This design comes from an exercise in tuning for small area, a short achievable clock period and few clock cycles per item on the open sky130 flow, not from production work. Function was checked by simulation only, so behaviour that the tests miss may differ from the original. Power figures rest on the tool's default switching activity, not on a simulated workload.

==> harbor <==
// hpsdr_telem
module hpsdr_telem (
    input  wire        clk,
    input  wire        rst,
    input  wire        in_valid,
    output wire        in_ready,
    input  wire [7:0]  in_c0,
    input  wire [31:0] in_data,
    output wire        out_valid,
    input  wire        out_ready,
    output reg  [2:0]  out_kind,
    output reg  [2:0]  out_keys,
    output reg  [31:0] out_a,
    output reg  [31:0] out_b
);
==> module hpsdr_telem, before the edit <==
module hpsdr_telem (
    input  wire        clk,
    input  wire        rst,
    input  wire        in_valid,
    output wire        in_ready,
    input  wire [7:0]  in_c0,
    input  wire [31:0] in_data,
    output wire        out_valid,
    input  wire        out_ready,
    output reg  [2:0]  out_kind,
    output reg  [2:0]  out_keys,
    output reg  [31:0] out_a,
    output reg  [31:0] out_b
);
    localparam [2:0] K_INFO   = 3'd0;
    localparam [2:0] K_FWD    = 3'd1;
    localparam [2:0] K_REV    = 3'd2;
    localparam [2:0] K_SUPPLY = 3'd3;
    localparam [2:0] K_ADC    = 3'd4;
    localparam [2:0] K_RAW    = 3'd5;
    localparam [2:0] K_REV0   = 3'd6;    
    reg v1, v2, v3;
    reg skid_full;
    wire en   = ~v3 | out_ready;
    wire take = in_valid & ~skid_full;
    assign in_ready  = ~skid_full;
    assign out_valid = v3;
    reg [2:0] in_kind;
    always @(*) begin
        case (in_c0[7:3])
            5'd0:    in_kind = K_INFO;
            5'd1:    in_kind = K_FWD;
            5'd2:    in_kind = K_REV;
            5'd3:    in_kind = K_SUPPLY;
            5'd4:    in_kind = K_ADC;
            default: in_kind = K_RAW;
        endcase
    end
    reg [2:0]  sk_kind;
    reg [2:0]  sk_keys;
    reg [31:0] sk_data;
    wire [2:0]  s_kind = skid_full ? sk_kind : in_kind;
    wire [2:0]  s_keys = skid_full ? sk_keys : in_c0[2:0];
    wire [31:0] s_data = skid_full ? sk_data : in_data;
    wire [15:0] s_hi   = s_data[31:16];
    wire [15:0] s_lo   = s_data[15:0];
    wire [19:0] u_hi = {1'b0, s_hi, 3'b0} + {3'b0, s_hi, 1'b0} + {4'b0, s_hi} - 20'd110;
    wire [19:0] u_lo = {1'b0, s_lo, 3'b0} + {3'b0, s_lo, 1'b0} + {4'b0, s_lo};
    wire        s_rev = (s_kind == K_REV);
    wire        s_fwd = (s_kind == K_FWD);
    wire        s_sup = (s_kind == K_SUPPLY);
    wire        s_oth = ~(s_rev | s_fwd | s_sup);
    wire [19:0] s_ub  = ({20{s_rev}} & u_hi) | ({20{s_fwd}} & u_lo);
    wire [19:0] s_us  = ({20{s_sup}} & u_lo) | ({20{s_oth}} & {4'd0, s_lo});
    reg [2:0]  r1_kind, r2_kind;
    reg [2:0]  r1_keys, r2_keys;
    reg [15:0] r1_h, r2_h;
    reg [19:0] r1_ub, r1_us;
    reg        r1_gs;
    reg [39:0] r2_t;
    wire        conv = (r1_kind == K_FWD) | (r1_kind == K_REV) | (r1_kind == K_REV0) |
                       (r1_kind == K_SUPPLY);
    wire [39:0] t;
    hpsdr_s2 u_s2 (.ub(r1_ub), .us(r1_us), .gs(r1_gs), .t(t));
    wire [30:0] qb;
    hpsdr_bridge u_br (.t(r2_t), .q(qb));
    wire [7:0] c1 = r2_h[15:8];
    wire [7:0] c2 = r2_h[7:0];
    wire [7:0] c3 = r2_t[15:8];
    wire [7:0] c4 = r2_t[7:0];
    function [8:0] ver(input [7:0] v);
        reg [7:0] q, r;
        begin
            q = v / 8'd10;
            r = v % 8'd10;
            ver = {q[4:0], r[3:0]};
        end
    endfunction
    reg [2:0]  k_n;
    reg [31:0] a_n, b_n;
    always @(*) begin
        k_n = r2_kind;
        case (r2_kind)
            K_INFO:   begin a_n = {25'd0, c1[6:0]};
                            b_n = {5'd0, ver(c2), ver(c3), ver(c4)}; end
            K_FWD:    begin a_n = {16'd0, r2_h}; b_n = {1'b0, qb}; end
            K_REV:    begin a_n = {1'b0, qb};    b_n = {16'd0, r2_h}; end
            K_REV0:   begin a_n = 32'd0;         b_n = {16'd0, r2_h}; k_n = K_REV; end
            K_SUPPLY: begin a_n = {16'd0, r2_h}; b_n = {7'd0, r2_t[24:0]}; end
            K_ADC:    begin a_n = {28'd0, c4[0], c3[0], c2[0], c1[0]};
                            b_n = {4'd0, c4[7:1], c3[7:1], c2[7:1], c1[7:1]}; end
            default:  begin a_n = {r2_h, r2_t[15:0]}; b_n = 32'd0; end
        endcase
    end
    always @(posedge clk) begin
        if (rst) begin
            v1 <= 1'b0;
            v2 <= 1'b0;
            v3 <= 1'b0;
            skid_full <= 1'b0;
        end else if (en) begin
            v1 <= skid_full | take;
            v2 <= v1;
            v3 <= v2;
            skid_full <= 1'b0;
        end else if (take) begin
            skid_full <= 1'b1;
        end
    end
    always @(posedge clk) begin
        if (~skid_full) begin
            sk_kind <= in_kind;
            sk_keys <= in_c0[2:0];
            sk_data <= in_data;
        end
        if (en) begin
            r1_kind <= (s_rev && s_hi <= 16'd10) ? K_REV0 : s_kind;
            r1_keys <= s_keys;
            r1_h    <= s_rev ? s_lo : s_hi;
            r1_ub   <= s_ub;
            r1_us   <= s_us;
            r1_gs   <= s_sup;
            r2_kind <= r1_kind;
            r2_keys <= r1_keys;
            r2_h    <= r1_h;
            r2_t    <= {t[39:16], conv ? t[15:0] : r1_us[15:0]};
            out_kind <= k_n;
            out_keys <= r2_keys;
            out_a    <= a_n;
            out_b    <= b_n;
        end
    end
endmodule
Settings: LEC_CHECK=0, CAP_MARGIN=20, CORE_MARGIN=2, CORE_UTILIZATION=40, SLEW_MARGIN=20, SYNTH_HIERARCHICAL=1; clock period 12.0 ns.
run.sh (not shown) runs the stock make flow with config.mk's settings and CLKGATE_MAP_FILE= SYNTH_SCRIPT=/design/flow/synth_recipe.tcl, a recipe that flattens the netlist after the stock synthesis.
==> indigo (differences from harbor) <==
--- a/flow/design.v
+++ b/flow/design.v
@@ -43,29 +43,24 @@
     wire [2:0]  s_keys = skid_full ? sk_keys : in_c0[2:0];
     wire [31:0] s_data = skid_full ? sk_data : in_data;
     wire [15:0] s_hi   = s_data[31:16];
     wire [15:0] s_lo   = s_data[15:0];
     wire [19:0] u_hi = {1'b0, s_hi, 3'b0} + {3'b0, s_hi, 1'b0} + {4'b0, s_hi} - 20'd110;
     wire [19:0] u_lo = {1'b0, s_lo, 3'b0} + {3'b0, s_lo, 1'b0} + {4'b0, s_lo};
     wire        s_rev = (s_kind == K_REV);
-    wire        s_fwd = (s_kind == K_FWD);
-    wire        s_sup = (s_kind == K_SUPPLY);
-    wire        s_oth = ~(s_rev | s_fwd | s_sup);
-    wire [19:0] s_ub  = ({20{s_rev}} & u_hi) | ({20{s_fwd}} & u_lo);
-    wire [19:0] s_us  = ({20{s_sup}} & u_lo) | ({20{s_oth}} & {4'd0, s_lo});
+    wire        s_ul  = (s_kind == K_FWD) | (s_kind == K_SUPPLY);
     reg [2:0]  r1_kind, r2_kind;
     reg [2:0]  r1_keys, r2_keys;
     reg [15:0] r1_h, r2_h;
-    reg [19:0] r1_ub, r1_us;
-    reg        r1_gs;
+    reg [19:0] r1_u;
     reg [39:0] r2_t;
-    wire        conv = (r1_kind == K_FWD) | (r1_kind == K_REV) | (r1_kind == K_REV0) |
-                       (r1_kind == K_SUPPLY);
+    wire        gb = (r1_kind == K_FWD) | (r1_kind == K_REV);
+    wire        gs = (r1_kind == K_SUPPLY);
     wire [39:0] t;
-    hpsdr_s2 u_s2 (.ub(r1_ub), .us(r1_us), .gs(r1_gs), .t(t));
+    hpsdr_s2 u_s2 (.u(r1_u), .gb(gb), .gs(gs), .t(t));
     wire [30:0] qb;
     hpsdr_bridge u_br (.t(r2_t), .q(qb));
     wire [7:0] c1 = r2_h[15:8];
     wire [7:0] c2 = r2_h[7:0];
     wire [7:0] c3 = r2_t[15:8];
     wire [7:0] c4 = r2_t[7:0];
     function [8:0] ver(input [7:0] v);
@@ -113,21 +108,19 @@
             sk_keys <= in_c0[2:0];
             sk_data <= in_data;
         end
         if (en) begin
             r1_kind <= (s_rev && s_hi <= 16'd10) ? K_REV0 : s_kind;
             r1_keys <= s_keys;
             r1_h    <= s_rev ? s_lo : s_hi;
-            r1_ub   <= s_ub;
-            r1_us   <= s_us;
-            r1_gs   <= s_sup;
+            r1_u    <= s_rev ? u_hi : s_ul ? u_lo : {4'd0, s_lo};
             r2_kind <= r1_kind;
             r2_keys <= r1_keys;
             r2_h    <= r1_h;
-            r2_t    <= {t[39:16], conv ? t[15:0] : r1_us[15:0]};
+            r2_t    <= {t[39:16], (gb | gs) ? t[15:0] : r1_u[15:0]};
             out_kind <= k_n;
             out_keys <= r2_keys;
             out_a    <= a_n;
             out_b    <= b_n;
         end
     end
 endmodule
@@ -137,20 +130,22 @@
     assign {co, s} = a + b + c;
 endmodule
 module hpsdr_ha (a, b, s, co);
     input wire a, b;
     output wire s, co;
     assign {co, s} = a + b;
 endmodule
-module hpsdr_s2 (ub, us, gs, t);
-    input wire [19:0] ub;
-    input wire [19:0] us;
+module hpsdr_s2 (u, gb, gs, t);
+    input wire [19:0] u;
+    input wire gb;
     input wire gs;
     output wire [39:0] t;
-    wire [19:0] un = ~us & {20{gs}};
+    wire [19:0] ub = u & {20{gb}};
+    wire [19:0] us = u & {20{gs}};
+    wire [19:0] un = ~u & {20{gs}};
     wire g1;
     wire g2;
     wire g3;
     wire g4;
     wire g5;
     wire g6;
     wire g7;
==> pepper (differences from harbor) <==
--- a/flow/design.v
+++ b/flow/design.v
@@ -35,17 +35,18 @@
             5'd4:    in_kind = K_ADC;
             default: in_kind = K_RAW;
         endcase
     end
     reg [2:0]  sk_kind;
     reg [2:0]  sk_keys;
     reg [31:0] sk_data;
-    wire [2:0]  s_kind = skid_full ? sk_kind : in_kind;
-    wire [2:0]  s_keys = skid_full ? sk_keys : in_c0[2:0];
-    wire [31:0] s_data = skid_full ? sk_data : in_data;
+    reg        v0;
+    reg [2:0]  s_kind;
+    reg [2:0]  s_keys;
+    reg [31:0] s_data;
     wire [15:0] s_hi   = s_data[31:16];
     wire [15:0] s_lo   = s_data[15:0];
     wire [19:0] u_hi = {1'b0, s_hi, 3'b0} + {3'b0, s_hi, 1'b0} + {4'b0, s_hi} - 20'd110;
     wire [19:0] u_lo = {1'b0, s_lo, 3'b0} + {3'b0, s_lo, 1'b0} + {4'b0, s_lo};
     wire        s_rev = (s_kind == K_REV);
     wire        s_fwd = (s_kind == K_FWD);
     wire        s_sup = (s_kind == K_SUPPLY);
@@ -90,34 +91,39 @@
             K_ADC:    begin a_n = {28'd0, c4[0], c3[0], c2[0], c1[0]};
                             b_n = {4'd0, c4[7:1], c3[7:1], c2[7:1], c1[7:1]}; end
             default:  begin a_n = {r2_h, r2_t[15:0]}; b_n = 32'd0; end
         endcase
     end
     always @(posedge clk) begin
         if (rst) begin
+            v0 <= 1'b0;
             v1 <= 1'b0;
             v2 <= 1'b0;
             v3 <= 1'b0;
             skid_full <= 1'b0;
         end else if (en) begin
-            v1 <= skid_full | take;
+            v0 <= skid_full | take;
+            v1 <= v0;
             v2 <= v1;
             v3 <= v2;
             skid_full <= 1'b0;
         end else if (take) begin
             skid_full <= 1'b1;
         end
     end
     always @(posedge clk) begin
         if (~skid_full) begin
             sk_kind <= in_kind;
             sk_keys <= in_c0[2:0];
             sk_data <= in_data;
         end
         if (en) begin
+            s_kind  <= skid_full ? sk_kind : in_kind;
+            s_keys  <= skid_full ? sk_keys : in_c0[2:0];
+            s_data  <= skid_full ? sk_data : in_data;
             r1_kind <= (s_rev && s_hi <= 16'd10) ? K_REV0 : s_kind;
             r1_keys <= s_keys;
             r1_h    <= s_rev ? s_lo : s_hi;
             r1_ub   <= s_ub;
             r1_us   <= s_us;
             r1_gs   <= s_sup;
             r2_kind <= r1_kind;
==> results by group <==
Synth
  • Multiplexer share of the synthesized area: under 10%
  • Seq/Total Area, Yosys: between 20% and 30%
  • Gate Count Post-Synth: between 2000 and 3000

Worst setup path
  • R2r startpoint: r1_gs
  • Crit-path max cell delay: roughly 0.74 ns

CTS
  • Worst-path clk slew: ~0.07 ns
  • Num CTS Buffers: 29

Detailed routing
  • Wire per inst: between 20 and 25 um

Final layout
  • Syn-to-layout area delta: 10.7%
  • Number of non-clock inverters: between 100 and 150

Pwr
  • Sw frac: approximately half

Run status
  • Status: timing/DRC/antenna clean
-- figures above: pepper

==> results by group <==
Final layout
  • Reg with most FFs: r2_t
  • Syn-to-layout area delta: 10.8%
  • Number of non-clock inverters: around 130

Pwr
  • Sw frac: roughly half
  • Psw: 3750 uW

Synth
  • Seq/Total Area, Yosys: approximately 25%
  • Multiplexer share of the synthesized area: roughly 3.7%
  • Gate Count Post-Synth: between 2000 and 3000

Detailed routing
  • Via Count: 20524

Worst setup path
  • R2r startpoint: r1_gs
  • Slowest-stage cell, CP: edfxtp_1
  • Crit-path max cell delay: between 0.5 and 0.6 ns

CTS
  • Worst-path clk slew: 0.06 ns

Run status
  • Status: timing/DRC/antenna clean
-- figures above: harbor

==> results by group <==
Worst setup path
  • Crit-path max cell delay: roughly 0.7 ns

CTS
  • Worst-path clk slew: about 0.060 ns
  • Num CTS Buffers: 24

Detailed routing
  • Wire per inst: 22.6 um

Final layout
  • Number of non-clock inverters: between 100 and 150

Synth
  • Gate Count Post-Synth: between 2000 and 3000

Run status
  • Status: timing/DRC/antenna clean
-- figures above: indigo

Testbench counts of harbor, summed over its fixed seeds: cycles 3,224, items 3,200.
Testbench counts of indigo, summed over its fixed seeds: cycles 3,224, items 3,200.
Testbench counts of pepper, summed over its fixed seeds: cycles 3,232, items 3,200.

-- static timing again, ports no longer ideal --
The flow's constraints put no driver on any port. The routed layouts listed below were extracted and timed again, unchanged, in two steps. Step 1 sets driving cells, clkbuf_16 on the clock port and buf_2 on the other inputs (assumed; they add their load-dependent delay and slew). Step 2 also shifts input and output timing later by t, the mid clock arrival at the registers, as if the neighbouring blocks saw the same clock. Three values: no drivers, after step 1, after step 2; two values: the first two.
| run | t (ns) | setup slack, ns | pins driven straight from the clock port |
|---|---|---|---|
| harbor | 0.631 | 5.320 / 5.320 / 4.818 | 1 |
| indigo | 0.587 | 5.003 / 5.003 / 5.003 | 1 |
| pepper | 0.633 | 5.707 / 5.707 / 5.707 | 1 |
After both steps setup and hold are still met in every run listed. The setup slack of harbor, which loses most, moves by 0.000 ns with the drivers and by -0.502 ns with both steps.
